Background: an optimization exercise with open tools, aiming at small area, a short achievable clock period and few clock cycles. Do not read the settings as production practice. No functional check of the RTL was part of any run shown here. No activity file was given, so power comes from the tool's default toggle rates.

===== flow/flow/run.sh =====
#!/bin/bash
# The standard layout (standard.sh), except that the port buffers are
# buf_2 cells and timing repair may resize any cell to any size, not only to
# cells of the same footprint.  make's full output goes to make.log.
set -euo pipefail
bash standard.sh MATCH_CELL_FOOTPRINT=0 \
    "BUFFER_PORTS_ARGS=-buffer_cell sky130_fd_sc_hd__buf_2" finish > make.log 2>&1

===== flow/standard.sh =====
#!/bin/bash
# synth_recipe.tcl (not shown) runs the flow's synth.tcl, then flattens the netlist and writes it again
# the make line also repeats each setting of config.mk as NAME=value (left out here)
make -C /OpenROAD-flow-scripts/flow DESIGN_CONFIG=/design/flow/config.mk WORK_HOME=/design/flow/orfs CLKGATE_MAP_FILE= SYNTH_SCRIPT=/design/flow/synth_recipe.tcl "${@:-finish}"

===== flow/config.mk =====
export PLATFORM = sky130hd
export DESIGN_NAME = tpx3_codec
export DESIGN_NICKNAME = tpx3_codec
export VERILOG_FILES = /design/flow/design.v
export SDC_FILE = /design/flow/constraint.sdc
export NUM_CORES = 4
export LEC_CHECK = 0
export CAP_MARGIN = 20
export CORE_MARGIN = 2
export CORE_UTILIZATION = 40
export PLACE_DENSITY = 0.6
export SETUP_SLACK_MARGIN = 4.5
export SLEW_MARGIN = 20

===== flow/constraint.sdc =====
create_clock -name core_clock -period 8.0 [get_ports {clk}]
set_input_delay 1.6000 -clock core_clock [delete_from_list [all_inputs] [get_ports {clk}]]
set_output_delay 1.6000 -clock core_clock [all_outputs]
set_load 0.01 [all_outputs]

===== flow/design.v =====
module tpx3_codec (
    input  wire        clk,
    input  wire        rst,
    input  wire        in_valid,
    output wire        in_ready,
    input  wire [7:0]  in_op,
    input  wire [47:0] in_a,
    input  wire [31:0] in_b,
    input  wire [31:0] in_c,
    input  wire [31:0] in_d,
    output wire        out_valid,
    input  wire        out_ready,
    output wire [47:0] out_res,
    output wire        out_err,
    output wire        out_amb
);
    localparam [7:0] OP_ADDR_ENC  = 8'h01;
    localparam [7:0] OP_ADDR_DEC  = 8'h02;
    localparam [7:0] OP_LFSR_STEP = 8'h08;
    localparam [7:0] OP_ENC_TOA   = 8'h10;
    localparam [7:0] OP_DEC_TOA   = 8'h11;
    localparam [7:0] OP_ENC_FTOA  = 8'h12;
    localparam [7:0] OP_DEC_FTOA  = 8'h13;
    localparam [7:0] OP_ENC_TOT   = 8'h14;
    localparam [7:0] OP_DEC_TOT   = 8'h15;
    localparam [7:0] OP_ENC_PC10  = 8'h18;
    localparam [7:0] OP_DEC_PC10  = 8'h19;
    localparam [7:0] OP_PKT_ASM   = 8'h40;
    localparam [7:0] OP_PKT_DIS   = 8'h41;
    localparam [7:0] OP_HIT_DEC   = 8'h43;
    localparam [9:0] TOT_OVV  = 10'h1FF;
    reg        s1_vld, s2_vld, s3_vld;
    reg [47:0] s1_res, s2_res, s3_res;            
    reg        s1_err, s2_err, s3_err;
    reg        s1_amb, s2_amb, s3_amb;
    reg        s4_vld;
    reg [47:0] s4_res;
    reg        s4_err, s4_amb;
    reg        s1_enc, s2_enc, s3_enc;            
    reg        s1_dlo, s2_dlo, s3_dlo;            
    reg        s1_dhi, s2_dhi, s3_dhi;            
    reg        s1_glo, s1_ghi;                    
    reg        s1_erb;                            
    wire       s1_ref = s1_err | s1_erb;          
    wire       s1_cod = s1_enc | s1_dlo | s1_dhi;
    reg        s2_cod;       
    reg [4:0]  s2_k;         
    reg [4:0]  s3_r;         
    wire en = !s4_vld || out_ready;       
    assign in_ready  = en;
    assign out_valid = s4_vld;
    assign out_res   = s4_res;
    assign out_err   = s4_err;
    assign out_amb   = s4_amb;
    function [13:0] gray2bin(input [13:0] g);
        integer i;
        begin
            gray2bin[13] = g[13];
            for (i = 12; i >= 0; i = i - 1)
                gray2bin[i] = gray2bin[i + 1] ^ g[i];
        end
    endfunction
    wire [7:0]  op = in_op;
    wire [47:0] a  = in_a;
    wire [31:0] b  = in_b;
    wire [31:0] c  = in_c;
    wire [31:0] d  = in_d;
    wire a_hi4  = |a[47:4];
    wire a_hi8  = |a[47:8];
    wire a_hi10 = |a[47:10];
    wire a_hi14 = |a[47:14];
    wire a_hi16 = |a[47:16];
    wire hdr_ok = (a[47:44] == 4'b1010);
    wire [7:0]  t1 = c[7:0];
    wire [7:0]  t2 = c[15:8];
    wire [7:0]  t3 = c[23:16];
    wire [7:0]  t4 = c[31:24];
    wire        four = (|t3) && (|t4);
    wire        step_width_bad = (|b[31:5]) || (b[4:0] == 5'd0) || (b[4] && (|b[3:0]));
    wire        tb1 = (|t1[7:4]) || (!b[4] && (t1[3:0] >= b[3:0]));
    wire        tb2 = (|t2[7:4]) || (!b[4] && (t2[3:0] >= b[3:0]));
    wire        tb3 = (|t3[7:4]) || (!b[4] && (t3[3:0] >= b[3:0]));
    wire        tb4 = (|t4[7:4]) || (!b[4] && (t4[3:0] >= b[3:0]));
    wire        step_taps_bad = tb1 || tb2 || (four && (tb3 || tb4));
    reg  [15:0] step_mask;       
    integer     mi;
    always @* begin
        for (mi = 0; mi < 16; mi = mi + 1)
            step_mask[mi] = b[4] || (mi < b[3:0]);
    end
    wire        step_reg_bad = a_hi16 || (|(a[15:0] & ~step_mask));
    wire [15:0] sreg = a[15:0];
    wire        step_fb = sreg[t1[3:0]] ^ sreg[t2[3:0]] ^
                          (four ? (sreg[t3[3:0]] ^ sreg[t4[3:0]]) : 1'b0);
    wire [15:0] step_out = ({sreg[14:0], 1'b0} & step_mask) | {15'd0, step_fb};
    reg [47:0] c_res;
    reg        c_err, c_erb, c_amb;    
    reg        c_enc, c_dlo, c_dhi;
    reg        c_glo, c_ghi;
    always @* begin
        c_res = 48'd0;
        c_err = 1'b0;
        c_erb = 1'b0;
        c_amb = 1'b0;
        c_enc = 1'b0;
        c_dlo = 1'b0;
        c_dhi = 1'b0;
        c_glo = 1'b0;
        c_ghi = 1'b0;
        case (op)
            OP_ADDR_ENC: begin
                c_err       = a_hi8 || (|b[31:8]);
                c_res[15:0] = {a[7:1], b[7:2], a[0], b[1:0]};
            end
            OP_ADDR_DEC: begin
                c_err       = a_hi16;
                c_res[15:0] = {a[15:9], a[2], a[8:3], a[1:0]};
            end
            OP_LFSR_STEP: begin
                c_err       = step_width_bad || step_taps_bad || step_reg_bad;
                c_res[15:0] = step_out;
            end
            OP_ENC_TOA: begin
                c_err       = a_hi14;
                c_res[13:0] = a[13:0] ^ {1'b0, a[13:1]};
            end
            OP_DEC_TOA: begin
                c_err       = a_hi14;
                c_res[13:0] = a[13:0];
                c_glo       = 1'b1;
            end
            OP_ENC_FTOA: begin
                c_res[3:0] = a_hi4 ? 4'd15 : a[3:0];
            end
            OP_DEC_FTOA: begin
                c_err      = a_hi4;
                c_res[3:0] = a[3:0];
            end
            OP_ENC_TOT, OP_ENC_PC10: begin
                if (a_hi10 || a[9:1] == 9'h1FF) c_res[9:0] = TOT_OVV;
                else begin
                    c_enc        = 1'b1;
                    c_res[13:4]  = a[9:0];
                end
            end
            OP_DEC_TOT, OP_DEC_PC10: begin
                c_erb       = a_hi10;
                c_amb       = (a[9:0] == 10'd0);
                c_dlo       = !c_amb;
                c_res[13:4] = a[9:0];
            end
            OP_PKT_ASM: begin
                c_erb = a_hi16 || (|b[31:14]) || (|c[31:10]) || (|d[31:4]);
                c_res = {4'b1010, a[15:0], b[13:0], c[9:0], d[3:0]};
            end
            OP_PKT_DIS: begin
                c_erb = !hdr_ok;
                c_res = {4'd0, a[43:0]};
            end
            OP_HIT_DEC: begin
                c_erb = (|b[31:1]) || d[0] || !hdr_ok;
                c_res = {4'd0, a[43:37], a[30], a[36:31], a[29:28],
                         a[27:14], a[13:4], a[3:0]};
                c_ghi = c[0];
                c_amb = !b[0] && (a[13:4] == 10'd0);
                c_dhi = !b[0] && c[0] && !c_amb;    
            end
            default: c_erb = 1'b1;
        endcase
    end
    always @(posedge clk) begin
        if (rst) begin
            s1_vld <= 1'b0;
            s2_vld <= 1'b0;
            s3_vld <= 1'b0;
            s4_vld <= 1'b0;
        end else begin
            if (en) begin
                s1_vld <= in_valid;
                s2_vld <= s1_vld;
                s3_vld <= s2_vld;
                s4_vld <= s3_vld;
            end
        end
    end
    always @(posedge clk) begin
        if (en) begin
            s1_res <= c_res;  s1_err <= c_err;  s1_erb <= c_erb;  s1_amb <= c_amb;
            s1_enc <= c_enc;  s1_dlo <= c_dlo;  s1_dhi <= c_dhi;
            s1_glo <= c_glo;  s1_ghi <= c_ghi;
            s2_res <= b_res;  s2_err <= s1_ref; s2_amb <= s1_amb & ~s1_ref;
            s2_enc <= s1_enc; s2_dlo <= s1_dlo & ~s1_ref; s2_dhi <= s1_dhi & ~s1_ref;
            s2_cod <= (s1_enc | s1_dlo | s1_dhi) & ~s1_ref;
            s2_k   <= b_k;
            s3_res <= c_res3; s3_err <= s2_err; s3_amb <= s2_amb;
            s3_enc <= s2_enc; s3_dlo <= s2_dlo; s3_dhi <= s2_dhi;
            s3_r   <= c_r;
            s4_res <= d_res;  s4_err <= s3_err; s4_amb <= s3_amb;
        end
    end
    wire [13:0] gsrc = s1_ghi ? s1_res[27:14] : s1_res[13:0];
    wire [13:0] gbin = gray2bin(gsrc);
    wire [47:0] b_res = s1_ref ? 48'd0 :
                        {s1_res[47:28],
                         s1_ghi ? gbin : s1_res[27:14],
                         s1_cod ? b_x  : s1_glo ? gbin[13:4] : s1_res[13:4],
                         s1_glo ? gbin[3:0] : s1_res[3:0]};
    wire [9:0]  s1_v = s1_res[13:4];
    wire [9:0]  fa = {s1_v[6:0], s1_v[9:7]};    
    wire [4:0]  pk;                                
    assign pk[0] = (fa[0] & (fa[1] ^ fa[3] ^ fa[7] ^ fa[9])) ^ (fa[1] & (1'b1 ^ fa[2] ^ fa[4])) ^ (fa[2] & (fa[4] ^ fa[5] ^ fa[6])) ^ (fa[3] & (1'b1 ^ fa[4] ^ fa[6] ^ fa[8])) ^ (fa[4] & (fa[5] ^ fa[7] ^ fa[8] ^ fa[9])) ^ (fa[5] & (1'b1 ^ fa[6] ^ fa[7])) ^ (fa[6] & (1'b1 ^ fa[8] ^ fa[9])) ^ (fa[7] & (fa[9])) ^ fa[8];
    assign pk[1] = (fa[0] & (fa[1] ^ fa[2] ^ fa[6] ^ fa[8])) ^ (fa[1] & (fa[2] ^ fa[4] ^ fa[8])) ^ (fa[2] & (1'b1 ^ fa[3] ^ fa[5])) ^ (fa[3] & (fa[5] ^ fa[6] ^ fa[7])) ^ (fa[4] & (1'b1 ^ fa[5] ^ fa[7] ^ fa[9])) ^ (fa[5] & (fa[6] ^ fa[8] ^ fa[9])) ^ (fa[6] & (1'b1 ^ fa[7] ^ fa[8])) ^ (fa[7] & (1'b1 ^ fa[9])) ^ fa[9];
    assign pk[2] = (fa[0] & (fa[1] ^ fa[3] ^ fa[5] ^ fa[8])) ^ (fa[1] & (1'b1 ^ fa[3] ^ fa[4] ^ fa[6] ^ fa[7] ^ fa[8])) ^ (fa[2] & (fa[6] ^ fa[7] ^ fa[8])) ^ (fa[3] & (fa[5] ^ fa[6] ^ fa[9])) ^ fa[4] ^ (fa[5] & (1'b1 ^ fa[6] ^ fa[7] ^ fa[9])) ^ (fa[6] & (1'b1 ^ fa[7] ^ fa[8])) ^ fa[7] ^ fa[8];
    assign pk[3] = (fa[0] & (1'b1 ^ fa[2] ^ fa[3] ^ fa[6] ^ fa[8] ^ fa[9])) ^ (fa[1] & (fa[2] ^ fa[3] ^ fa[5] ^ fa[8])) ^ (fa[2] & (fa[7] ^ fa[9])) ^ (fa[3] & (fa[4] ^ fa[5] ^ fa[8] ^ fa[9])) ^ (fa[4] & (fa[6] ^ fa[7] ^ fa[9])) ^ (fa[5] & (1'b1 ^ fa[6] ^ fa[7])) ^ (fa[6] & (1'b1 ^ fa[7] ^ fa[9])) ^ (fa[8] & (fa[9])) ^ fa[9];
    assign pk[4] = (fa[0] & (fa[1] ^ fa[2] ^ fa[4] ^ fa[7] ^ fa[9])) ^ (fa[1] & (fa[6] ^ fa[8] ^ fa[9])) ^ (fa[2] & (fa[3] ^ fa[4] ^ fa[7] ^ fa[8] ^ fa[9])) ^ (fa[3] & (fa[5] ^ fa[6] ^ fa[8] ^ fa[9])) ^ (fa[4] & (1'b1 ^ fa[5] ^ fa[6] ^ fa[9])) ^ (fa[5] & (1'b1 ^ fa[6] ^ fa[8] ^ fa[9])) ^ (fa[7] & (fa[8])) ^ fa[8];
    wire [4:0]  elo_k = s1_v[4:0];
    wire [9:0]  elo;                               
    assign elo[0] = (~elo_k[0] & elo_k[4]) | (elo_k[0] & elo_k[1] & elo_k[3]) | (~elo_k[0] & elo_k[1] & elo_k[2]) | (elo_k[0] & elo_k[2] & elo_k[3]) | (~elo_k[1] & elo_k[2] & ~elo_k[3] & ~elo_k[4]) | (~elo_k[0] & elo_k[1] & ~elo_k[3]);
    assign elo[1] = (elo_k[0] & elo_k[4]) | (~elo_k[0] & elo_k[2] & elo_k[3]) | (elo_k[1] & elo_k[2] & ~elo_k[4]) | (~elo_k[0] & ~elo_k[1] & ~elo_k[2] & ~elo_k[3]) | (elo_k[0] & elo_k[1] & ~elo_k[3]) | (elo_k[0] & elo_k[2] & ~elo_k[3]);
    assign elo[2] = (~elo_k[0] & elo_k[4]) | (elo_k[0] & elo_k[2] & elo_k[3]) | (~elo_k[0] & elo_k[2] & ~elo_k[3]) | (elo_k[0] & ~elo_k[1] & ~elo_k[2] & ~elo_k[3]) | (~elo_k[0] & ~elo_k[1] & ~elo_k[2] & elo_k[3]) | (elo_k[0] & elo_k[1] & elo_k[2] & ~elo_k[4]);
    assign elo[3] = (~elo_k[0] & elo_k[2] & ~elo_k[3]) | (~elo_k[1] & ~elo_k[2] & elo_k[3]) | (elo_k[0] & ~elo_k[3] & elo_k[4]) | (elo_k[0] & elo_k[3] & ~elo_k[4]) | (elo_k[1] & elo_k[2] & ~elo_k[3]) | (~elo_k[0] & ~elo_k[1] & elo_k[2] & elo_k[4]) | (~elo_k[0] & ~elo_k[2] & elo_k[3] & elo_k[4]);
    assign elo[4] = (~elo_k[0] & ~elo_k[1] & ~elo_k[2]) | (elo_k[0] & elo_k[2] & ~elo_k[3]) | (~elo_k[0] & elo_k[3] & ~elo_k[4]) | (~elo_k[0] & ~elo_k[3] & elo_k[4]) | (~elo_k[2] & elo_k[3] & elo_k[4]) | (~elo_k[1] & ~elo_k[2] & elo_k[3]) | (elo_k[0] & ~elo_k[1] & elo_k[2] & elo_k[4]);
    assign elo[5] = (~elo_k[2] & elo_k[3]) | (elo_k[0] & ~elo_k[3] & elo_k[4]) | (~elo_k[1] & ~elo_k[2] & ~elo_k[4]) | (elo_k[0] & elo_k[3] & ~elo_k[4]) | (~elo_k[0] & elo_k[3] & elo_k[4]) | (~elo_k[0] & elo_k[1] & elo_k[2] & ~elo_k[3]);
    assign elo[6] = (~elo_k[0] & elo_k[1] & ~elo_k[2]) | (elo_k[0] & ~elo_k[2] & elo_k[3]) | (~elo_k[0] & ~elo_k[1] & elo_k[4]) | (elo_k[0] & elo_k[3] & elo_k[4]) | (elo_k[0] & elo_k[1] & elo_k[2] & ~elo_k[3]) | (~elo_k[0] & elo_k[2] & elo_k[3] & ~elo_k[4]) | (~elo_k[1] & ~elo_k[2] & ~elo_k[3] & ~elo_k[4]) | (~elo_k[0] & ~elo_k[3] & elo_k[4]);
    assign elo[7] = (elo_k[0] & elo_k[1] & ~elo_k[2]) | (~elo_k[0] & ~elo_k[1] & elo_k[3]) | (elo_k[0] & ~elo_k[1] & elo_k[4]) | (~elo_k[0] & ~elo_k[2] & elo_k[3]) | (elo_k[0] & elo_k[2] & elo_k[3] & ~elo_k[4]) | (elo_k[0] & ~elo_k[2] & ~elo_k[3]) | (elo_k[1] & ~elo_k[2] & ~elo_k[4]) | (elo_k[0] & ~elo_k[3] & elo_k[4]) | (~elo_k[0] & elo_k[3] & elo_k[4]);
    assign elo[8] = (~elo_k[0] & elo_k[4]) | (elo_k[3] & elo_k[4]) | (~elo_k[0] & ~elo_k[1] & elo_k[2]) | (elo_k[0] & ~elo_k[1] & elo_k[3]) | (~elo_k[0] & ~elo_k[2] & ~elo_k[3]) | (elo_k[0] & elo_k[1] & ~elo_k[2] & ~elo_k[4]) | (~elo_k[0] & elo_k[2] & elo_k[3]);
    assign elo[9] = (elo_k[2] & elo_k[3]) | (elo_k[0] & elo_k[4]) | (elo_k[0] & ~elo_k[1] & ~elo_k[3]) | (~elo_k[0] & elo_k[1] & elo_k[3]) | (elo_k[0] & ~elo_k[2] & ~elo_k[3]) | (~elo_k[1] & elo_k[2] & ~elo_k[4]);
    wire [9:0]  b_x = s1_enc ? elo : fa;
    wire [4:0]  b_k = s1_enc ? s1_v[9:5] : pk;
    wire [5:0]  t6k = {s2_enc, s2_k};
    wire [4:0]  c_r;
    wire [9:0]  s2_y;
    assign c_r[0] = (t6k[0] & ~t6k[1] & ~t6k[2]) | (t6k[0] & ~t6k[1] & t6k[3]) | (t6k[0] & ~t6k[2] & ~t6k[4]) | (~t6k[0] & t6k[1] & ~t6k[2] & t6k[3]) | (~t6k[0] & ~t6k[1] & ~t6k[3] & t6k[4]) | (t6k[0] & ~t6k[1] & ~t6k[4]) | (t6k[0] & t6k[2] & t6k[3] & t6k[4]) | (~t6k[0] & t6k[1] & t6k[2] & ~t6k[3] & ~t6k[4]);
    assign c_r[1] = (t6k[1] & t6k[2] & ~t6k[4]) | (~t6k[0] & ~t6k[1] & ~t6k[3]) | (~t6k[2] & ~t6k[3] & ~t6k[4]) | (~t6k[0] & t6k[1] & ~t6k[2] & t6k[4]) | (~t6k[0] & t6k[1] & t6k[2] & t6k[3]) | (t6k[0] & ~t6k[1] & ~t6k[2] & ~t6k[4]) | (t6k[1] & ~t6k[2] & t6k[3] & t6k[4]);
    assign c_r[2] = (t6k[0] & ~t6k[1] & ~t6k[3]) | (~t6k[2] & t6k[3] & ~t6k[4]) | (~t6k[1] & t6k[2] & ~t6k[3]) | (~t6k[0] & t6k[1] & ~t6k[2] & ~t6k[3]) | (~t6k[0] & ~t6k[1] & ~t6k[4]) | (t6k[0] & t6k[2] & ~t6k[3] & t6k[4]) | (~t6k[0] & t6k[1] & t6k[2] & t6k[3] & t6k[4]);
    assign c_r[3] = (~t6k[0] & t6k[2] & t6k[3]) | (t6k[0] & ~t6k[2] & t6k[4]) | (~t6k[1] & ~t6k[2] & ~t6k[3]) | (t6k[1] & t6k[3] & t6k[4]) | (~t6k[0] & ~t6k[1] & ~t6k[2] & ~t6k[4]) | (t6k[0] & ~t6k[1] & ~t6k[3] & ~t6k[4]) | (~t6k[0] & ~t6k[2] & ~t6k[3] & ~t6k[4]);
    assign c_r[4] = (~t6k[0] & ~t6k[1] & t6k[2]) | (t6k[0] & ~t6k[1] & t6k[4]) | (~t6k[0] & t6k[2] & ~t6k[3]) | (~t6k[0] & t6k[1] & ~t6k[2] & t6k[3]) | (~t6k[0] & t6k[2] & t6k[4]) | (t6k[0] & ~t6k[2] & t6k[3] & t6k[4]) | (t6k[0] & t6k[1] & t6k[2] & t6k[3] & ~t6k[4]);
    assign s2_y[0] = (t6k[0] & t6k[1] & ~t6k[2] & ~t6k[3]) | (~t6k[0] & ~t6k[1] & t6k[2] & ~t6k[3]) | (t6k[0] & t6k[1] & t6k[2] & t6k[3]) | (~t6k[0] & t6k[1] & t6k[2] & ~t6k[4]) | (t6k[0] & ~t6k[1] & ~t6k[3] & t6k[5]) | (~t6k[2] & t6k[3] & t6k[4] & ~t6k[5]) | (~t6k[0] & ~t6k[1] & t6k[2] & t6k[4]) | (~t6k[0] & t6k[1] & t6k[3] & ~t6k[4]) | (t6k[0] & ~t6k[1] & t6k[4] & t6k[5]) | (~t6k[1] & t6k[2] & ~t6k[3] & t6k[4]) | (~t6k[0] & ~t6k[1] & t6k[2] & t6k[5]) | (t6k[0] & t6k[2] & t6k[4] & t6k[5]) | (t6k[1] & t6k[2] & ~t6k[4] & ~t6k[5]) | (~t6k[1] & ~t6k[3] & t6k[4] & t6k[5]) | (t6k[0] & t6k[2] & t6k[3] & ~t6k[4] & ~t6k[5]);
    assign s2_y[1] = (t6k[0] & ~t6k[4] & t6k[5]) | (~t6k[0] & ~t6k[1] & t6k[2] & t6k[4]) | (t6k[0] & ~t6k[1] & t6k[3] & ~t6k[5]) | (~t6k[0] & t6k[2] & t6k[3] & t6k[5]) | (~t6k[1] & ~t6k[2] & ~t6k[3] & t6k[5]) | (t6k[0] & t6k[1] & t6k[2] & ~t6k[4]) | (t6k[0] & t6k[3] & t6k[4] & ~t6k[5]) | (~t6k[0] & t6k[1] & ~t6k[2] & t6k[4] & t6k[5]) | (~t6k[0] & t6k[2] & ~t6k[3] & ~t6k[4] & ~t6k[5]) | (~t6k[0] & t6k[2] & t6k[3] & t6k[4]) | (~t6k[1] & t6k[2] & t6k[4] & ~t6k[5]) | (~t6k[1] & t6k[3] & t6k[4] & ~t6k[5]) | (t6k[0] & t6k[1] & ~t6k[2] & t6k[4] & ~t6k[5]) | (~t6k[0] & t6k[1] & ~t6k[2] & t6k[3] & ~t6k[4] & ~t6k[5]);
    assign s2_y[2] = (~t6k[0] & t6k[1] & t6k[2] & ~t6k[3]) | (~t6k[0] & t6k[2] & t6k[3] & t6k[4]) | (t6k[0] & ~t6k[1] & t6k[3] & ~t6k[5]) | (~t6k[0] & t6k[2] & ~t6k[3] & ~t6k[5]) | (t6k[0] & ~t6k[1] & t6k[4] & ~t6k[5]) | (t6k[1] & t6k[2] & t6k[4] & t6k[5]) | (t6k[0] & t6k[1] & ~t6k[2] & ~t6k[3] & t6k[4]) | (~t6k[0] & ~t6k[1] & ~t6k[2] & ~t6k[3] & t6k[5]) | (t6k[0] & ~t6k[1] & t6k[2] & ~t6k[3] & t6k[5]) | (t6k[0] & t6k[1] & ~t6k[2] & ~t6k[4] & t6k[5]) | (~t6k[0] & ~t6k[1] & t6k[3] & ~t6k[4] & t6k[5]) | (~t6k[1] & t6k[3] & t6k[4] & ~t6k[5]) | (~t6k[0] & t6k[1] & ~t6k[3] & t6k[4] & ~t6k[5]) | (t6k[0] & ~t6k[1] & ~t6k[3] & ~t6k[4] & t6k[5]) | (t6k[0] & t6k[2] & t6k[3] & ~t6k[4] & ~t6k[5]) | (~t6k[0] & t6k[1] & ~t6k[2] & t6k[3] & ~t6k[4] & ~t6k[5]);
    assign s2_y[3] = (t6k[0] & ~t6k[2] & t6k[3]) | (t6k[0] & ~t6k[2] & ~t6k[5]) | (~t6k[0] & t6k[2] & ~t6k[3] & t6k[5]) | (~t6k[0] & t6k[1] & t6k[4] & ~t6k[5]) | (t6k[0] & t6k[1] & t6k[4] & t6k[5]) | (t6k[0] & ~t6k[1] & t6k[3] & ~t6k[4]) | (~t6k[1] & ~t6k[2] & t6k[3] & t6k[5]) | (t6k[0] & t6k[3] & t6k[4] & ~t6k[5]) | (~t6k[0] & t6k[1] & t6k[2] & t6k[3] & ~t6k[4]) | (t6k[1] & ~t6k[2] & t6k[3] & t6k[4]) | (t6k[0] & t6k[1] & t6k[3] & t6k[5]) | (t6k[0] & t6k[1] & ~t6k[3] & ~t6k[4] & ~t6k[5]) | (~t6k[0] & t6k[2] & t6k[3] & ~t6k[4] & ~t6k[5]);
    assign s2_y[4] = (t6k[1] & t6k[3] & t6k[4]) | (t6k[1] & t6k[4] & ~t6k[5]) | (t6k[0] & ~t6k[1] & ~t6k[2] & ~t6k[3]) | (t6k[0] & t6k[1] & t6k[2] & ~t6k[3]) | (t6k[0] & ~t6k[2] & t6k[3] & ~t6k[5]) | (~t6k[0] & ~t6k[2] & t6k[3] & t6k[4]) | (~t6k[1] & ~t6k[2] & ~t6k[3] & t6k[5]) | (~t6k[0] & ~t6k[1] & t6k[2] & t6k[3] & ~t6k[5]) | (~t6k[0] & t6k[2] & ~t6k[3] & ~t6k[4] & t6k[5]) | (~t6k[0] & t6k[1] & ~t6k[2] & ~t6k[3] & ~t6k[5]) | (t6k[0] & ~t6k[1] & t6k[3] & ~t6k[4] & ~t6k[5]) | (t6k[0] & t6k[1] & ~t6k[3] & ~t6k[4] & t6k[5]);
    assign s2_y[5] = (~t6k[0] & t6k[3] & t6k[4]) | (t6k[0] & ~t6k[2] & ~t6k[5]) | (~t6k[0] & ~t6k[2] & ~t6k[3] & ~t6k[4]) | (~t6k[0] & ~t6k[1] & t6k[2] & t6k[3]) | (t6k[0] & t6k[1] & ~t6k[2] & t6k[4]) | (~t6k[0] & ~t6k[1] & t6k[2] & t6k[4]) | (~t6k[0] & t6k[1] & t6k[3] & t6k[5]) | (t6k[0] & ~t6k[1] & ~t6k[4] & ~t6k[5]) | (t6k[1] & ~t6k[2] & ~t6k[3] & ~t6k[5]) | (~t6k[0] & t6k[2] & t6k[4] & t6k[5]) | (t6k[0] & t6k[1] & ~t6k[3] & t6k[4] & ~t6k[5]) | (~t6k[1] & t6k[2] & ~t6k[3] & t6k[4] & t6k[5]) | (t6k[0] & t6k[1] & t6k[2] & ~t6k[3] & ~t6k[4] & t6k[5]);
    assign s2_y[6] = (~t6k[0] & ~t6k[1] & t6k[3] & t6k[4]) | (t6k[0] & ~t6k[2] & t6k[3] & ~t6k[5]) | (~t6k[0] & ~t6k[1] & t6k[2] & ~t6k[5]) | (~t6k[0] & t6k[3] & t6k[4] & ~t6k[5]) | (~t6k[0] & t6k[1] & ~t6k[2] & ~t6k[3] & t6k[4]) | (t6k[0] & t6k[1] & t6k[2] & ~t6k[3] & ~t6k[5]) | (t6k[1] & ~t6k[2] & ~t6k[3] & ~t6k[4] & ~t6k[5]) | (~t6k[1] & ~t6k[2] & t6k[3] & t6k[4]) | (~t6k[0] & ~t6k[1] & t6k[3] & ~t6k[5]) | (~t6k[0] & ~t6k[1] & t6k[2] & ~t6k[3] & ~t6k[4]) | (t6k[0] & t6k[1] & ~t6k[2] & t6k[3] & ~t6k[4]) | (t6k[0] & ~t6k[1] & ~t6k[2] & t6k[4] & ~t6k[5]) | (t6k[0] & t6k[2] & ~t6k[3] & ~t6k[4] & ~t6k[5]) | (~t6k[0] & t6k[1] & t6k[2] & t6k[3] & ~t6k[4] & t6k[5]) | (t6k[0] & t6k[1] & t6k[2] & t6k[3] & t6k[4] & t6k[5]);
    assign s2_y[7] = (~t6k[0] & ~t6k[1] & t6k[2] & ~t6k[3]) | (~t6k[0] & t6k[1] & ~t6k[2] & t6k[3]) | (t6k[0] & t6k[1] & ~t6k[2] & ~t6k[4]) | (~t6k[1] & ~t6k[2] & ~t6k[3] & t6k[4]) | (~t6k[0] & t6k[1] & ~t6k[4] & t6k[5]) | (~t6k[1] & t6k[2] & ~t6k[4] & ~t6k[5]) | (~t6k[0] & ~t6k[2] & t6k[3] & ~t6k[4]) | (t6k[0] & t6k[1] & t6k[2] & ~t6k[3] & t6k[4]) | (t6k[0] & ~t6k[2] & t6k[3] & t6k[4] & ~t6k[5]) | (~t6k[0] & t6k[2] & t6k[3] & t6k[4] & ~t6k[5]) | (~t6k[1] & t6k[2] & ~t6k[3] & ~t6k[4]) | (t6k[0] & t6k[1] & t6k[2] & ~t6k[3] & ~t6k[5]) | (~t6k[0] & t6k[1] & ~t6k[2] & t6k[4] & ~t6k[5]);
    assign s2_y[8] = (~t6k[0] & ~t6k[2] & t6k[3]) | (t6k[1] & t6k[2] & t6k[5]) | (~t6k[0] & ~t6k[1] & ~t6k[5]) | (~t6k[1] & ~t6k[2] & ~t6k[4] & t6k[5]) | (t6k[0] & t6k[1] & t6k[2] & ~t6k[3]) | (t6k[1] & ~t6k[2] & t6k[3] & ~t6k[4]) | (~t6k[1] & ~t6k[2] & t6k[3] & t6k[4]) | (~t6k[1] & ~t6k[3] & t6k[4] & ~t6k[5]) | (t6k[0] & ~t6k[1] & t6k[2] & t6k[3] & ~t6k[4]) | (~t6k[0] & t6k[1] & t6k[3] & ~t6k[4]) | (t6k[1] & ~t6k[2] & t6k[3] & ~t6k[5]) | (t6k[0] & t6k[1] & ~t6k[2] & ~t6k[4] & ~t6k[5]) | (t6k[0] & t6k[1] & ~t6k[3] & t6k[4] & t6k[5]);
    assign s2_y[9] = (~t6k[3] & t6k[4] & t6k[5]) | (~t6k[0] & ~t6k[1] & ~t6k[3]) | (~t6k[0] & t6k[1] & t6k[3] & ~t6k[4]) | (~t6k[2] & t6k[3] & t6k[4] & ~t6k[5]) | (t6k[0] & t6k[1] & t6k[2] & t6k[4]) | (~t6k[1] & ~t6k[2] & ~t6k[4] & t6k[5]) | (~t6k[0] & ~t6k[1] & t6k[2] & ~t6k[5]) | (t6k[0] & t6k[1] & ~t6k[3] & ~t6k[4] & ~t6k[5]) | (t6k[0] & t6k[2] & ~t6k[3] & t6k[4]) | (~t6k[0] & t6k[2] & ~t6k[4] & ~t6k[5]) | (t6k[0] & t6k[1] & t6k[2] & t6k[3] & t6k[5]) | (~t6k[1] & t6k[2] & t6k[3] & ~t6k[4] & ~t6k[5]);
    wire [9:0]  s2_x = s2_res[13:4];
    wire [9:0]  c_p;
    wire s2_x_s2_y_d0 = (s2_x[0] & s2_y[0]);
    wire s2_x_s2_y_d1 = (s2_x[0] & s2_y[1]) ^ (s2_x[1] & s2_y[0]);
    wire s2_x_s2_y_d2 = (s2_x[0] & s2_y[2]) ^ (s2_x[1] & s2_y[1]) ^ (s2_x[2] & s2_y[0]);
    wire s2_x_s2_y_d3 = (s2_x[0] & s2_y[3]) ^ (s2_x[1] & s2_y[2]) ^ (s2_x[2] & s2_y[1]) ^ (s2_x[3] & s2_y[0]);
    wire s2_x_s2_y_d4 = (s2_x[0] & s2_y[4]) ^ (s2_x[1] & s2_y[3]) ^ (s2_x[2] & s2_y[2]) ^ (s2_x[3] & s2_y[1]) ^ (s2_x[4] & s2_y[0]);
    wire s2_x_s2_y_d5 = (s2_x[0] & s2_y[5]) ^ (s2_x[1] & s2_y[4]) ^ (s2_x[2] & s2_y[3]) ^ (s2_x[3] & s2_y[2]) ^ (s2_x[4] & s2_y[1]) ^ (s2_x[5] & s2_y[0]);
    wire s2_x_s2_y_d6 = (s2_x[0] & s2_y[6]) ^ (s2_x[1] & s2_y[5]) ^ (s2_x[2] & s2_y[4]) ^ (s2_x[3] & s2_y[3]) ^ (s2_x[4] & s2_y[2]) ^ (s2_x[5] & s2_y[1]) ^ (s2_x[6] & s2_y[0]);
    wire s2_x_s2_y_d7 = (s2_x[0] & s2_y[7]) ^ (s2_x[1] & s2_y[6]) ^ (s2_x[2] & s2_y[5]) ^ (s2_x[3] & s2_y[4]) ^ (s2_x[4] & s2_y[3]) ^ (s2_x[5] & s2_y[2]) ^ (s2_x[6] & s2_y[1]) ^ (s2_x[7] & s2_y[0]);
    wire s2_x_s2_y_d8 = (s2_x[0] & s2_y[8]) ^ (s2_x[1] & s2_y[7]) ^ (s2_x[2] & s2_y[6]) ^ (s2_x[3] & s2_y[5]) ^ (s2_x[4] & s2_y[4]) ^ (s2_x[5] & s2_y[3]) ^ (s2_x[6] & s2_y[2]) ^ (s2_x[7] & s2_y[1]) ^ (s2_x[8] & s2_y[0]);
    wire s2_x_s2_y_d9 = (s2_x[0] & s2_y[9]) ^ (s2_x[1] & s2_y[8]) ^ (s2_x[2] & s2_y[7]) ^ (s2_x[3] & s2_y[6]) ^ (s2_x[4] & s2_y[5]) ^ (s2_x[5] & s2_y[4]) ^ (s2_x[6] & s2_y[3]) ^ (s2_x[7] & s2_y[2]) ^ (s2_x[8] & s2_y[1]) ^ (s2_x[9] & s2_y[0]);
    wire s2_x_s2_y_d10 = (s2_x[1] & s2_y[9]) ^ (s2_x[2] & s2_y[8]) ^ (s2_x[3] & s2_y[7]) ^ (s2_x[4] & s2_y[6]) ^ (s2_x[5] & s2_y[5]) ^ (s2_x[6] & s2_y[4]) ^ (s2_x[7] & s2_y[3]) ^ (s2_x[8] & s2_y[2]) ^ (s2_x[9] & s2_y[1]);
    wire s2_x_s2_y_d11 = (s2_x[2] & s2_y[9]) ^ (s2_x[3] & s2_y[8]) ^ (s2_x[4] & s2_y[7]) ^ (s2_x[5] & s2_y[6]) ^ (s2_x[6] & s2_y[5]) ^ (s2_x[7] & s2_y[4]) ^ (s2_x[8] & s2_y[3]) ^ (s2_x[9] & s2_y[2]);
    wire s2_x_s2_y_d12 = (s2_x[3] & s2_y[9]) ^ (s2_x[4] & s2_y[8]) ^ (s2_x[5] & s2_y[7]) ^ (s2_x[6] & s2_y[6]) ^ (s2_x[7] & s2_y[5]) ^ (s2_x[8] & s2_y[4]) ^ (s2_x[9] & s2_y[3]);
    wire s2_x_s2_y_d13 = (s2_x[4] & s2_y[9]) ^ (s2_x[5] & s2_y[8]) ^ (s2_x[6] & s2_y[7]) ^ (s2_x[7] & s2_y[6]) ^ (s2_x[8] & s2_y[5]) ^ (s2_x[9] & s2_y[4]);
    wire s2_x_s2_y_d14 = (s2_x[5] & s2_y[9]) ^ (s2_x[6] & s2_y[8]) ^ (s2_x[7] & s2_y[7]) ^ (s2_x[8] & s2_y[6]) ^ (s2_x[9] & s2_y[5]);
    wire s2_x_s2_y_d15 = (s2_x[6] & s2_y[9]) ^ (s2_x[7] & s2_y[8]) ^ (s2_x[8] & s2_y[7]) ^ (s2_x[9] & s2_y[6]);
    wire s2_x_s2_y_d16 = (s2_x[7] & s2_y[9]) ^ (s2_x[8] & s2_y[8]) ^ (s2_x[9] & s2_y[7]);
    wire s2_x_s2_y_d17 = (s2_x[8] & s2_y[9]) ^ (s2_x[9] & s2_y[8]);
    wire s2_x_s2_y_d18 = (s2_x[9] & s2_y[9]);
    assign c_p[0] = s2_x_s2_y_d0 ^ s2_x_s2_y_d10 ^ s2_x_s2_y_d17;
    assign c_p[1] = s2_x_s2_y_d1 ^ s2_x_s2_y_d11 ^ s2_x_s2_y_d18;
    assign c_p[2] = s2_x_s2_y_d2 ^ s2_x_s2_y_d12;
    assign c_p[3] = s2_x_s2_y_d3 ^ s2_x_s2_y_d10 ^ s2_x_s2_y_d13 ^ s2_x_s2_y_d17;
    assign c_p[4] = s2_x_s2_y_d4 ^ s2_x_s2_y_d11 ^ s2_x_s2_y_d14 ^ s2_x_s2_y_d18;
    assign c_p[5] = s2_x_s2_y_d5 ^ s2_x_s2_y_d12 ^ s2_x_s2_y_d15;
    assign c_p[6] = s2_x_s2_y_d6 ^ s2_x_s2_y_d13 ^ s2_x_s2_y_d16;
    assign c_p[7] = s2_x_s2_y_d7 ^ s2_x_s2_y_d14 ^ s2_x_s2_y_d17;
    assign c_p[8] = s2_x_s2_y_d8 ^ s2_x_s2_y_d15 ^ s2_x_s2_y_d18;
    assign c_p[9] = s2_x_s2_y_d9 ^ s2_x_s2_y_d16;
    wire [9:0]  ecnt = {c_p[2:0], c_p[9:3]};     
    wire        c_e  = s2_cod & s2_enc;
    wire [47:0] c_res3 = {s2_res[47:14],
                          c_e ? {4'd0, ecnt[9:4]} : s2_cod ? c_p : s2_res[13:4],
                          c_e ? ecnt[3:0] : s2_res[3:0]};
    wire [9:0]  s3_p = s3_res[13:4];
    wire [6:0]  t2k = {s3_p[8], s3_p[7], s3_p[6], s3_p[4], s3_p[2], s3_p[1], s3_p[0]};
    wire [9:0]  u;                                 
    assign u[0] = (t2k[3] & ~t2k[4] & t2k[6]) | (t2k[0] & ~t2k[2] & t2k[4] & ~t2k[5]) | (t2k[3] & ~t2k[5] & ~t2k[6]) | (t2k[0] & t2k[4] & ~t2k[6]) | (~t2k[1] & ~t2k[4] & t2k[6]) | (~t2k[0] & t2k[1] & ~t2k[2] & t2k[4] & t2k[5]);
    assign u[1] = (~t2k[0] & ~t2k[3] & t2k[5]) | (~t2k[0] & t2k[2] & ~t2k[5]) | (~t2k[0] & ~t2k[1] & ~t2k[2] & t2k[6]) | (~t2k[0] & t2k[1] & ~t2k[4] & t2k[5]) | (t2k[0] & ~t2k[1] & ~t2k[3]) | (t2k[0] & ~t2k[4] & ~t2k[5]);
    assign u[2] = (t2k[2] & t2k[4]) | (~t2k[4] & ~t2k[5] & ~t2k[6]) | (~t2k[1] & t2k[2]) | (~t2k[0] & ~t2k[1] & t2k[4] & t2k[5]) | (~t2k[0] & t2k[2] & t2k[5]) | (t2k[0] & t2k[3] & ~t2k[5]);
    assign u[3] = (~t2k[1] & t2k[4] & ~t2k[5]) | (t2k[1] & ~t2k[4] & t2k[6]) | (~t2k[3] & ~t2k[5] & ~t2k[6]) | (~t2k[2] & ~t2k[3] & t2k[4] & t2k[5]) | (t2k[0] & t2k[1] & t2k[3]) | (~t2k[0] & ~t2k[1] & t2k[2] & t2k[5]);
    assign u[4] = (~t2k[0] & ~t2k[3] & t2k[5]) | (t2k[0] & t2k[5] & t2k[6]) | (~t2k[0] & t2k[1] & ~t2k[4] & ~t2k[5]) | (~t2k[0] & t2k[2] & ~t2k[4] & t2k[5]) | (~t2k[1] & ~t2k[4] & ~t2k[6]) | (t2k[1] & ~t2k[2] & t2k[4] & t2k[5]);
    assign u[5] = (~t2k[0] & ~t2k[3] & t2k[4]) | (t2k[1] & ~t2k[3] & ~t2k[4]) | (~t2k[1] & t2k[4] & t2k[5]) | (t2k[2] & t2k[4] & t2k[6]) | (~t2k[0] & t2k[5] & ~t2k[6]) | (t2k[0] & ~t2k[2] & ~t2k[3] & t2k[5]);
    assign u[6] = (t2k[0] & t2k[5]) | (t2k[0] & t2k[1] & t2k[4]) | (~t2k[0] & ~t2k[2] & ~t2k[5] & ~t2k[6]) | (t2k[1] & t2k[3] & t2k[4] & t2k[5]) | (t2k[0] & t2k[3]) | (~t2k[1] & t2k[2] & t2k[5]);
    assign u[7] = (~t2k[2] & ~t2k[4] & t2k[5]) | (~t2k[3] & t2k[4] & ~t2k[5]) | (t2k[0] & ~t2k[2] & t2k[5]) | (t2k[0] & t2k[2] & ~t2k[4]) | (t2k[1] & ~t2k[2] & t2k[5]) | (~t2k[0] & t2k[1] & t2k[2] & ~t2k[5]);
    assign u[8] = (t2k[3] & t2k[4] & t2k[5]) | (t2k[5] & ~t2k[6]) | (~t2k[1] & ~t2k[2] & ~t2k[4]) | (~t2k[1] & ~t2k[4] & ~t2k[5]) | (t2k[2] & ~t2k[3]) | (t2k[1] & t2k[3] & ~t2k[6]) | (t2k[1] & ~t2k[3] & ~t2k[5] & t2k[6]);
    assign u[9] = (t2k[0] & ~t2k[5]) | (t2k[4] & ~t2k[6]) | (t2k[1] & t2k[5] & ~t2k[6]) | (~t2k[1] & ~t2k[5] & t2k[6]) | (~t2k[0] & ~t2k[1] & ~t2k[2] & t2k[3]) | (~t2k[0] & t2k[2] & t2k[3] & t2k[4]);
    wire [4:0]  ag = u[4:0] & s3_r;
    wire [4:0]  ap = u[4:0] ^ s3_r;
    wire [5:0]  ac;
    assign ac[0] = 1'b0;
    assign ac[1] = ag[0];
    assign ac[2] = ag[1] | (ap[1] & ag[0]);
    assign ac[3] = ag[2] | (ap[2] & ag[1]) | (ap[2] & ap[1] & ag[0]);
    assign ac[4] = ag[3] | (ap[3] & ag[2]) | (ap[3] & ap[2] & ag[1]) | (ap[3] & ap[2] & ap[1] & ag[0]);
    assign ac[5] = ag[4] | (ap[4] & ac[4]);
    wire [4:0]  uhi1 = u[9:5] ^ {&u[8:5], &u[7:5], &u[6:5], u[5], 1'b1};
    wire [9:0]  dcnt = {ac[5] ? uhi1 : u[9:5], ap ^ ac[4:0]};
    wire [47:0] d_res = {s3_res[47:14],
                         s3_dhi ? dcnt : s3_dlo ? {4'd0, dcnt[9:4]} : s3_res[13:4],
                         s3_dlo ? dcnt[3:0] : s3_res[3:0]};
endmodule

==> results of run 1 <==
-- state kept, by name, summed over array words and instances (netlist names), 5 cells and up --
name and count:
s2_res 45, s2_k 5, s3_res 45, s1_res 45
s4_res 45, s3_r 5
-- where the power goes --
| group | internal, W | total (W) | switching (W) |
|---|---|---|---|
| sequential | 0.00128 | 0.00131 | 0.0000335 |
| clock | 0.000619 | 0.00107 | 0.000454 |
| combinational | 0.000485 | 0.00114 | 0.000657 |
-- metrics by stage --
stage / setup slack, ns / power [W] / area, um^2 / hold WS (ns) / cells
2_1_floorplan: 4.07 / 0.00202 / 16200 / 0.400 / 1654
6_report: 4.34 / 0.00353 / 19100 / 0.418 / 2361
3_5_place_dp: 3.84 / 0.00225 / 17300 / 0.405 / 2262
5_1_grt: 4.27 / 0.00369 / 19100 / 0.422 / 2360
3_3_place_gp: 3.85 / 0.00224 / 17300 / 0.401 / 2262
4_1_cts: 4.38 / 0.00350 / 18800 / 0.418 / 2347
-- cell type report --
cell class | count | area (um^2)
Antenna cell | 1 | 2.50
Tap cell | 525 | 657
Clock inverter | 13 | 133
Inverter | 64 | 245
Fill cell | 3738 | 20700
Timing Repair Buffer | 277 | 1820
Multi-Input combinational cell | 1236 | 9170
Sequential cell | 214 | 6390
Clock buffer | 31 | 648
-- synth_stat cells (17+ instances only) --
master / number / share of area (%)
sky130_fd_sc_hd__nor2_1: 102 / 2.4
sky130_fd_sc_hd__nand2_1: 207 / 4.8
sky130_fd_sc_hd__ha_1: 53 / 4.1
sky130_fd_sc_hd__a31oi_1: 18 / 0.70
sky130_fd_sc_hd__o21ai_0: 93 / 2.9
sky130_fd_sc_hd__nand2b_1: 22 / 0.85
sky130_fd_sc_hd__a22oi_1: 19 / 0.88
sky130_fd_sc_hd__edfxtp_1: 210 / 39
sky130_fd_sc_hd__nor4_1: 30 / 1.2
sky130_fd_sc_hd__a22o_1: 24 / 1.3
sky130_fd_sc_hd__xnor3_1: 18 / 2.5
sky130_fd_sc_hd__buf_2: 18 / 0.56
sky130_fd_sc_hd__a21oi_1: 81 / 2.5
sky130_fd_sc_hd__mux2i_1: 29 / 1.8
sky130_fd_sc_hd__mux4_2: 17 / 2.4
sky130_fd_sc_hd__inv_1: 59 / 1.4
sky130_fd_sc_hd__a222oi_1: 18 / 1.1
sky130_fd_sc_hd__nor2b_1: 17 / 0.66
sky130_fd_sc_hd__xor2_1: 57 / 3.1
sky130_fd_sc_hd__nor3_1: 21 / 0.65
sky130_fd_sc_hd__xnor2_1: 94 / 5.1
sky130_fd_sc_hd__clkbuf_1: 95 / 2.2
sky130_fd_sc_hd__nand3_1: 33 / 1.0
sky130_fd_sc_hd__and2_1: 28 / 1.1
-- kinds of logic after synthesis --
family                     count (synthesis)
and+or+nand+nor                          531
AOI/OAI and AO/OA                        411
DFF                                      214
buffers and inverters                    204
xor gates and xnor gates                 174
muxes                                     63
adders and majority gates                 55
other                                      1
-- worst max path at each step --
stage                                      to  slack [ns]         startpoint
after floorplan                      in_ready        4.07          out_ready
after detailed placement  s3_res[4]$_DFFE_PP_        3.84  s2_k[3]$_DFFE_PP_
after global placement    s3_res[4]$_DFFE_PP_        3.85  s2_k[3]$_DFFE_PP_
final                     s3_res[4]$_DFFE_PP_        4.34   s2_enc$_DFFE_PP_
after CTS                            in_ready        4.38          out_ready
after global routing      s3_res[4]$_DFFE_PP_        4.27   s2_enc$_DFFE_PP_
-- layer usage --
layer  up-vias  global-route usage [%]  share of wire, %
li1       6449                       -                 -
met1      6700                    32.3                43
met2       699                    35.7                46
met3       126                    2.67               8.1
met4         0                    7.38               3.2
met5         -                       0                 0
-- what timing repair did --
| action | CTS | global route |
|---|---|---|
| endpoints found under the setup margin | 111 | 41 |
| buffers inserted | 33 | 12 |
| pin swaps | 17 | 9 |
| resized for setup | 65 | 33 |
| hold endpoints to repair | 0 | 0 |
| gates cloned | 8 | 1 |
==> summary.md, run 1 <==
| Metric | Value |
|---|---|
| Required time at the worst-slack endpoint | 8.29 ns |
| Wirelength per Cell | 20.5 um |
| Post-synthesis average cell area | 9.75 um^2 |
| Die width | 205 um |
| LEAKAGE | 7.69 nW |
| Final cycle utilization of the critical path | 45.7% |
| Relative slew slack | 35.4% |
| Layout area overhead | 18.2% |
| Worst hold path class | reg2reg |
| Number of flip-flops and latches in the synthesized netlist | 214 |
| H-tree levels | 1 |
| Core region area | 39700 um^2 |
| Via count of the first global-routing pass | 13200 |
| Crit path cell chain | buf_12, clkinvlp_4, buf_4, a221o_1, a32oi_2, nand2_2, nand2_1, xnor3_1, xnor3_2, xnor2_4, mux2_4, o211a_1 |
| CTS clk-pin slew, worst paths | 0.06 ns |
| Die span in y | 205 um |
| Final setup violation count | 0 |
| Async SR Flop Fraction | 0% |
| Gate Count Post-Synth | 1653 |
| Share of the synthesized area in compound gates (AO/OA/AOI/OAI) | 17.7% |
| VDD IR max | 0.137 mV |
| Setup TNS | 0 ns |
| Mux contribution to synthesized area | 5.39% |
| CTS max path bufs | 3 |
| FP Rows | 73 |
| Pin count of the biggest net entering global routing | 81 |
| Min-Delay Path Depth | 0 |
| Most common cell after layout, fill and taps aside | sky130_fd_sc_hd__edfxtp_1 |
| Initial standard-cell utilization of the core | 40.6% |
| Most frequent cells in the layout | sky130_fd_sc_hd__edfxtp_1, sky130_fd_sc_hd__nand2_1, sky130_fd_sc_hd__buf_2 |
| I/O pins | 208 |
| Maximum net fanout on the critical path | 21 |
| Hold Fails Final Rpt | 0 |
| Routed Wire Length | 48400 um |
| Post-route DRC | 0 |
| Total routing resource utilization after global routing | 22.6% |
| Share of the synthesized netlist area taken by xor and xnor gates | 11.4% |
| Num Clock Sinks | 214 |
| Startpoint Class | flip-flop |
| Worst setup slack for register-to-register paths | 4.34 ns |
| Buffer and inverter count on the worst path | 3 |
| Placer's final routability congestion estimate | 0.966 |
| Fraction of layout cells with a size suffix above 1 | 23.3% |
| Result of the run | no timing/DRC/antenna violations |
| Mean number of vias per cell | 5.92 |
| Clock tree from TritonCTS | yes |
| Primary FF master, synth | sky130_fd_sc_hd__edfxtp_1 |
| EDFF count, synth | 210 |
| Number of different library cells in the post-synthesis netlist | 99 |
| Part of the Yosys area used for sequential elements | 39.6% |
| Biggest cell delay along the critical path | 0.42 ns |
| Overall overflow remaining after global route | 0 |
| Simple-Gate Fraction of Synth Area | 15.8% |
| Count of hold-fix buffers inserted at cts | 0 |
| End of the worst register-to-register path | s3_res[4]$_DFFE_PP_ |
| Largest delay contributor family on the critical path | XOR/XNOR gates |
| Synthesized-area fraction occupied by adder cells | 4.36% |
| Final critical delay including setup and external delays | 3.66 ns |
| Syn. warnings | 1 |
| Capturing element type of the critical path | flip-flop |
| Tightest Pin Transition | 0.970 ns |
| Critical path class | reg2reg |
| Cell depth of the worst setup path | 12 |
| Antenna violations before repair | 0 |
| Die Area | 41900 um^2 |
| Total power divided by cell area | 185 nW/um^2 |
| Num CTS Buffers | 25 |
| Clk_skew | 0.00806 ns |
| WP data arrival | 3.95 ns |
| Number of cells on the worst reg-to-reg path | 12 |
| Final Util | 48.0% |
| Critical hold path startpoint | s2_dlo$_DFFE_PP_ |
| Maximum Capacitance Violations | 0 |
| Cell at the slowest stage of the critical path | sky130_fd_sc_hd__xnor3_2 |
| First-pass iteration count of the detailed router | 8 |
| Final Max Slew Viols | 0 |
| CTS Root Buffer Type | sky130_fd_sc_hd__clkbuf_16 |
| Critical register-to-register path startpoint | s2_enc$_DFFE_PP_ |
| Setup repair after global routing missed its margin | yes |
| First DRT Iteration DRCs | 1656 |
| Nets | 2029 |
| Wire length of the first global-routing pass | 75100 um |
| Post-synthesis instance area | 16100 um^2 |
| Dpl hpwl | 32500 um |
| Clock latency (worst-skew pair) | 0.54 ns |
| Number of nets with antenna violations after detailed routing | 0 |
| Achievable frequency | 273 MHz |
| Port Buf Inserts | 205 |
| Worst Hold End | s3_dlo$_DFFE_PP_ |
| Combinational family with the most area after synthesis | compound AO/OA/AOI/OAI gates |
| Count of vias placed by the detailed router | 14000 |
==> run 2: changes to the inputs <==
--- a/flow/config.mk
+++ b/flow/config.mk
@@ -9,4 +9,5 @@
 export CORE_MARGIN = 2
 export CORE_UTILIZATION = 40
+export CTS_BUF_LIST = sky130_fd_sc_hd__clkbuf_4 sky130_fd_sc_hd__clkbuf_8
 export PLACE_DENSITY = 0.6
 export SETUP_SLACK_MARGIN = 4.5
==> run 2 against run 1 <==
Compared with the run above:
- first-iteration DRC count increased by 3.4%
- final cell count rose by 1.9%
- clock power decreased by 14%
- clock skew up 0.018 ns
- sequential cell count stayed put
- combinational power increased by 8%
- critical path depth rose by 1
- critical path type unchanged
- highest routed layer unchanged
==> summary.md, run 2 <==
| Metric | Value |
|---|---|
| WP data arrival | 3.93 ns (-0.02 ns) |
| Maximum net fanout on the critical path | 13 (-38%) |
| Setup repair after global routing missed its margin | yes |
| Final cycle utilization of the critical path | 45.2% (-0.58 points) |
| Relative slew slack | 28.3% (-7.0 points) |
| Worst setup slack for register-to-register paths | 4.39 ns (+0.05 ns) |
| FP Rows | 73 (unchanged) |
| Amount of wire on met3 after detailed routing | 4260 um (+8.9%) |
| Biggest cell delay along the critical path | 0.43 ns (about the same) |
| Area used by multi-input combinational logic | 9200 um^2 (+0.35%) |
| CTS Root Buffer Type | sky130_fd_sc_hd__clkbuf_8 |
| CTS max path bufs | 3 (unchanged) |
| Capturing element type of the critical path | flip-flop |
| I/O pins | 208 (unchanged) |
| Final Max Slew Viols | 0 (unchanged) |
| Die width | 205 um (unchanged) |
| Async SR Flop Fraction | 0% (unchanged) |
| Fraction of layout cells with a size suffix above 1 | 25.3% (+1.9 points) |
| Internal power | 0.00232 W (-2.6%) |
| Final Util | 48.4% (+0.43 points) |
| Post-synthesis average cell area | 9.75 um^2 (unchanged) |
| EDFF count, synth | 210 (unchanged) |
| Setup TNS | 0 ns (unchanged) |
| Hold Fails Final Rpt | 0 (unchanged) |
| Pin count of the biggest net entering global routing | 81 (unchanged) |
| Most used standard cell by instance count after synthesis | sky130_fd_sc_hd__edfxtp_1 |
| Post-synth top cells | sky130_fd_sc_hd__edfxtp_1, sky130_fd_sc_hd__nand2_1, sky130_fd_sc_hd__nor2_1 |
| Post-synthesis instance area | 16100 um^2 (unchanged) |
| Final Instance Count excl. Fillers | 2407 (+1.9%) |
| Mean number of vias per cell | 5.86 (-1.0%) |
| H-tree levels | 2 (+1) |
| Gate Count Post-Synth | 1653 (unchanged) |
| Top layer used by detailed routing | met4 |
| Number of different library cells in the post-synthesis netlist | 99 (unchanged) |
| Final critical delay including setup and external delays | 3.61 ns (-0.0461 ns) |
| Number of nets with antenna violations after detailed routing | 0 (unchanged) |
| VDD IR max | 0.110 mV (-20%) |
| Port Buf Inserts | 205 (unchanged) |
| Num CTS Buffers | 36 (+44%) |
| Startpoint Class | flip-flop |
| Primary FF master, synth | sky130_fd_sc_hd__edfxtp_1 |
| Met1 Wirelength | 21100 um (+1.2%) |
| Antenna violations before repair | 0 (unchanged) |
| CTS clk-pin slew, worst paths | 0.06 ns (about the same) |
| Post-route DRC | 0 (unchanged) |
| Routed Wire Length | 49100 um (+1.5%) |
| Initial standard-cell utilization of the core | 40.6% (unchanged) |
| Wirelength per Cell | 20.4 um (-0.41%) |
| Layout area overhead | 19.3% |
| Dpl cells | 2262 (unchanged) |
| LEAKAGE | 7.83 nW (+1.8%) |
| Largest delay contributor family on the critical path | XOR/XNOR gates |
| Cell at the slowest stage of the critical path | sky130_fd_sc_hd__xnor3_2 |
| Buffer and inverter count on the worst path | 3 (unchanged) |
| Clock tree from TritonCTS | yes |
| Tightest Pin Transition | 1.07 ns (+0.101 ns) |
| Via count of the first global-routing pass | 13500 (+1.9%) |
| Overall overflow remaining after global route | 0 (unchanged) |
| Clock latency (worst-skew pair) | 0.57 ns (+0.03 ns) |
| Total power divided by cell area | 181 nW/um^2 (-2.5%) |
| Crit path cell chain | buf_6, buf_12, nand3b_1, buf_4, a31oi_1, a32oi_2, nand2_2, nand2_1, xnor3_1, xnor3_2, xnor2_4, mux2_4, o211a_1 |
| Critical path class | reg2reg |
| Most area-hungry cell type in the Yosys netlist | sky130_fd_sc_hd__edfxtp_1 |
| Fraction of power spent switching nets | 33.1% (+0.64 points) |
| Clk_skew | 0.0258 ns (+0.0177 ns) |
| Num Clock Sinks | 214 (unchanged) |
| Net switching power of the design | 0.00115 W (+0.31%) |
| Maximum Capacitance Violations | 0 (unchanged) |
| Share of power burned in the clock network | 26.6% (-3.8 points) |
| Final setup violation count | 0 (unchanged) |
| Nets | 2068 (+1.9%) |
| Syn. warnings | 1 (unchanged) |
| Total routing resource utilization after global routing | 23.2% (+0.55 points) |
| Achievable frequency | 277 MHz (+1.3%) |
| Result of the run | no timing/DRC/antenna violations |
| Most frequent cells in the layout | sky130_fd_sc_hd__edfxtp_1, sky130_fd_sc_hd__buf_2, sky130_fd_sc_hd__nand2_1 |
| Core region area | 39700 um^2 (unchanged) |
| Number of flip-flops and latches in the synthesized netlist | 214 (unchanged) |
| Most common cell after layout, fill and taps aside | sky130_fd_sc_hd__edfxtp_1 |
| Sequential power share | 37.9% (+0.7 points) |
| Area share of the leading cell type in the synthesized netlist | 39.1% (unchanged) |
| Area occupied by registers | 6390 um^2 (unchanged) |
| First-pass iteration count of the detailed router | 8 (unchanged) |
| Top cells by area in the synthesized netlist | sky130_fd_sc_hd__edfxtp_1, sky130_fd_sc_hd__xnor2_1, sky130_fd_sc_hd__nand2_1 |
| Required time at the worst-slack endpoint | 8.32 ns (+0.03 ns) |
| Part of the Yosys area used for sequential elements | 39.6% (unchanged) |
| First DRT Iteration DRCs | 1713 (+3.4%) |
| Die span in y | 205 um (unchanged) |
| Wire length of the first global-routing pass | 76400 um (+1.6%) |
| Count of vias placed by the detailed router | 14100 (+0.92%) |
| Detail Route met2 WL | 22300 um (+0.97%) |
| Die Area | 41900 um^2 (unchanged) |
| Worst hold path class | reg2reg |
| Final-layout fill cell count | 3733 (-0.13%) |
| Dpl hpwl | 32500 um (unchanged) |
| Placer's final routability congestion estimate | 0.966 (unchanged) |
| Part of the total power dissipated in combinational logic | 35.5% (+3.1 points) |
-- run 2: cell counts after synthesis --
No cell type changed its count.
-- run 2: cell families after synthesis --
kind of cell,count (synthesis),share of synthesized area (%)
compound gates,411,17.7
xor+xnor,174,11.4
fa+ha+maj,55,4.36
buf+inv,204,5.69
flops,214,39.6
mux,63,5.39
other cells,1,0.0233
simple gates,531,15.8
-- run 2: cell type report --
type                            count  area share [%]
Sequential cell                   214            33.2
Multi-Input combinational cell   1236            47.8
Clock inverter                     18           0.631
Timing Repair Buffer              305            10.7
Inverter                           64            1.29
Clock buffer                       44            2.89
Antenna cell                        1          0.0130
Tap cell                          525            3.42
-- run 2: what timing repair did --
item	4_1_cts	5_1_grt
pin swaps	14	27
endpoints found under the hold margin	0	0
resized for setup	63	53
setup buffers	38	32
cloned	10	2
endpoints found under the setup margin	31	120
hold buffers	0	0
-- run 2: power by group through the flow --
stage	Sequential, W	Clock (W)	Combinational (W)
after floorplan	0.00133	0	0.000687
after global placement	0.00134	0	0.000904
after detailed placement	0.00134	0	0.000908
after CTS	0.00132	0.000961	0.00109
after global routing	0.00132	0.00101	0.00132
final	0.00131	0.000925	0.00123
-- run 2: path summary, 6_finish.rpt --
kind              depth (start not counted)            startpoint              endpoint
setup / recovery                         13     s2_k[4]$_DFFE_PP_   s3_res[4]$_DFFE_PP_
hold / removal                            0  s3_res[41]$_DFFE_PP_  s4_res[41]$_DFFE_PP_
hold reg to reg                           0  s3_res[41]$_DFFE_PP_  s4_res[41]$_DFFE_PP_
setup reg to reg                         13     s2_k[4]$_DFFE_PP_   s3_res[4]$_DFFE_PP_
-- run 2: through the flow --
stage | cell area (um^2) | hold WS (ns) | total power (W) | setup WS (ns)
after floorplan | 16200 | 0.400 | 0.00202 | 4.07
after global placement | 17300 | 0.401 | 0.00224 | 3.85
after detailed placement | 17300 | 0.405 | 0.00225 | 3.84
after CTS | 18700 | 0.413 | 0.00336 | 4.38
after global routing | 19200 | 0.417 | 0.00365 | 4.28
final | 19200 | 0.416 | 0.00347 | 4.39
-- run 2: per-layer routing --
layer	up-vias	global-route usage [%]
met5	-	0
met4	0	8.18
met3	121	3.90
met2	758	36.1
met1	6702	32.5
li1	6522	-
==> run 3: changes to the inputs <==
--- a/flow/config.mk
+++ b/flow/config.mk
@@ -8,7 +8,7 @@
 export CAP_MARGIN = 20
 export CORE_MARGIN = 2
-export CORE_UTILIZATION = 40
+export CORE_UTILIZATION = 50
 export CTS_BUF_LIST = sky130_fd_sc_hd__clkbuf_4 sky130_fd_sc_hd__clkbuf_8
-export PLACE_DENSITY = 0.6
+export PLACE_DENSITY = 0.7
 export SETUP_SLACK_MARGIN = 4.5
 export SLEW_MARGIN = 20
==> run 3 against run 2 <==
Compared with the run above:
- still clean
- utilization is 12 points higher
- maximum frequency is 1.9% lower
- global-route usage is 3.4 points higher
- clock-buffer cell count is 1 lower
- critical path type is now in2out
- largest cell class unchanged
- largest power group unchanged
==> summary.md, run 3 <==
| Metric | Value |
|---|---|
| Result of the run | no timing/DRC/antenna violations |
| Worst hold path class | reg2reg |
| Dpl hpwl | 31100 um (-4.3%) |
| Maximum net fanout on the critical path | 2 (-11) |
| Part of the Yosys area used for sequential elements | 39.6% (unchanged) |
| Most frequent cells in the layout | sky130_fd_sc_hd__edfxtp_1, sky130_fd_sc_hd__buf_2, sky130_fd_sc_hd__nand2_1 |
| Number of flip-flops and latches in the synthesized netlist | 214 (unchanged) |
| Buffer and inverter count on the worst path | 3 (unchanged) |
| Count of vias placed by the detailed router | 14200 (+0.77%) |
| H-tree levels | 2 (unchanged) |
| Wirelength per Cell | 20.7 um (+1.5%) |
| Number of inserted diodes | 0 (-1) |
| Relative slew slack | 30.9% (+2.6 points) |
| Clk_skew | 0.0196 ns (-0.00615 ns) |
| Setup repair after global routing missed its margin | yes |
| Gate Count Post-Synth | 1653 (unchanged) |
| Final critical delay including setup and external delays | 3.68 ns (+0.0701 ns) |
| Required time at the worst-slack endpoint | 6.40 ns (-1.92 ns) |
| CTS max path bufs | 3 (unchanged) |
| Die span in y | 184 um (-10%) |
| Number of nets with antenna violations after detailed routing | 0 (unchanged) |
| Syn. warnings | 1 (unchanged) |
| Maximum Capacitance Violations | 0 (unchanged) |
| I/O pins | 208 (unchanged) |
| Clock tree from TritonCTS | yes |
| Layout area overhead | 18.1% |
| Cell at the slowest stage of the critical path | sky130_fd_sc_hd__nand2b_4 |
| First DRT Iteration DRCs | 1696 (-0.99%) |
| Async SR Flop Fraction | 0% (unchanged) |
| Die Area | 33700 um^2 (-20%) |
| FP Rows | 65 (-11%) |
| Num CTS Buffers | 37 (+2.8%) |
| Count of hold-fix buffers inserted at cts | 0 (unchanged) |
| Crit path cell chain | buf_6, nand2b_4, buf_16, buf_6 |
| Post-synthesis average cell area | 9.75 um^2 (unchanged) |
| Final setup violation count | 0 (unchanged) |
| Number of different library cells in the post-synthesis netlist | 99 (unchanged) |
| Final Max Slew Viols | 0 (unchanged) |
| WP data arrival | 2.08 ns (-1.85 ns) |
| Clock latency (worst-skew pair) | 0.54 ns (-0.03 ns) |
| Capturing element type of the critical path | output pin |
| Setup TNS | 0 ns (unchanged) |
| Most area-hungry cell type in the Yosys netlist | sky130_fd_sc_hd__edfxtp_1 |
| Routed Wire Length | 47200 um (-4.0%) |
| EDFF count, synth | 210 (unchanged) |
| Via count of the first global-routing pass | 13000 (-3.6%) |
| Post-route DRC | 0 (unchanged) |
| Critical path class | in2out |
| CTS Root Buffer Type | sky130_fd_sc_hd__clkbuf_8 |
| Die width | 184 um (-10%) |
| Biggest cell delay along the critical path | 0.15 ns (-0.28 ns) |
| Most common cell after layout, fill and taps aside | sky130_fd_sc_hd__edfxtp_1 |
| Achievable frequency | 272 MHz (-1.9%) |
| Mean number of vias per cell | 6.24 (+6.5%) |
| Post-synth top cells | sky130_fd_sc_hd__edfxtp_1, sky130_fd_sc_hd__nand2_1, sky130_fd_sc_hd__nor2_1 |
| Antenna violations before repair | 0 (unchanged) |
| Num Clock Sinks | 214 (unchanged) |
| Hold Fails Final Rpt | 0 (unchanged) |
| First-pass iteration count of the detailed router | 6 (-2) |
| Final-layout fill cell count | 2596 (-30%) |
| Primary FF master, synth | sky130_fd_sc_hd__edfxtp_1 |
| Post-synthesis instance area | 16100 um^2 (unchanged) |
| Most used standard cell by instance count after synthesis | sky130_fd_sc_hd__edfxtp_1 |
| Startpoint Class | input port |
| Core region area | 31600 um^2 (-20%) |
| Area share of the leading cell type in the synthesized netlist | 39.1% (unchanged) |
| Overall overflow remaining after global route | 0 (unchanged) |
| Initial standard-cell utilization of the core | 51.0% (+10 points) |
| CTS clk-pin slew, worst paths | 0.06 ns (about the same) |
| Placer's final routability congestion estimate | 0.987 (+2.2%) |
| LEAKAGE | 7.80 nW (-0.36%) |
## run 3: cell count changes in the layout (fill, tap and decap cells not counted), sizes merged
| cell | previous run | this run |
|---|---|---|
| diode | 1 | 0 |
| clkinvlp | 1 | 5 |
| bufinv | 1 | 4 |
| inv | 63 | 61 |
| buf | 295 | 285 |
| clkbuf | 54 | 55 |
| clkinv | 17 | 15 |
## run 3: final timing paths
| path | cells past startpoint | start | slack, ns | end |
|---|---|---|---|---|
| min reg2reg | 0 | s2_err$_DFFE_PP_ | 0.41 | s3_err$_DFFE_PP_ |
| max reg2reg | 12 | s2_k[0]$_DFFE_PP_ | 4.45 | s3_res[8]$_DFFE_PP_ |
| max | 4 | out_ready | 4.32 | in_ready |
| min | 0 | s2_err$_DFFE_PP_ | 0.41 | s3_err$_DFFE_PP_ |
## run 3: layer usage
metal / up-vias / global-route usage (%) / share of wire [%]
li1: 6514 / - / -
met4: 0 / 7.71 / 2.7
met2: 840 / 41.8 / 45
met1: 6742 / 37.9 / 42
met5: - / 0 / 0
met3: 116 / 4.56 / 10
## run 3: where the power goes
part	internal (W)	switching, W	total [W]
logic	0.000511	0.000655	0.00117
clock network	0.000598	0.000449	0.00105
registers	0.00128	0.0000352	0.00132
## run 3: cell type report
type                       count  area, um^2  area share, %
sequential                   214        6390           33.5
tap                          402         503           2.64
clock inverter                21         220           1.16
clock buffer                  43         554           2.91
multi-input combinational   1236        9090           47.7
inverter                      64         253           1.33
timing repair buffer         297        2030           10.7
## run 3: repair_timing
action	CTS	global route
gates resized for setup	53	40
cloned	2	11
pin swaps	3	15
setup buffers	15	47
setup endpoints to repair	28	42
## run 3: cells by family (layout without fill, tap and decap cells)
group                    count (synthesis)  in the layout  synth area share, %
AO/OA/AOI/OAI                          411            411                 17.7
XOR/XNOR                               174            174                 11.4
adder cells (fa/ha/maj)                 55             55                 4.36
buffers and inverters                  204            425                 5.69
flip-flops                             214            214                 39.6
multiplexers                            63             63                 5.39
other                                    1              2               0.0233
AND/OR/NAND/NOR                        531            531                 15.8
## run 3: per-stage QoR
stage | std cells | cell area, um^2 | setup slack, ns | power (W) | utilization (%)
after floorplan | 1654 | 16200 | 4.07 | 0.00202 | -
after global placement | 2138 | 17100 | 3.63 | 0.00222 | 54.1
after detailed placement | 2138 | 17100 | 3.61 | 0.00223 | 54.1
after CTS | 2219 | 18300 | 4.32 | 0.00334 | 57.8
after global routing | 2277 | 19000 | 4.31 | 0.00368 | 60.2
final | 2277 | 19000 | 4.32 | 0.00353 | 60.2

Check on run 3: ideal ports give 4.317 ns setup slack; a clkbuf_16 on the clock port and buf_2 on the inputs give 4.286 ns; moving port delays by the midpoint clock arrival (0.569 ns) as well gives 4.050 ns.
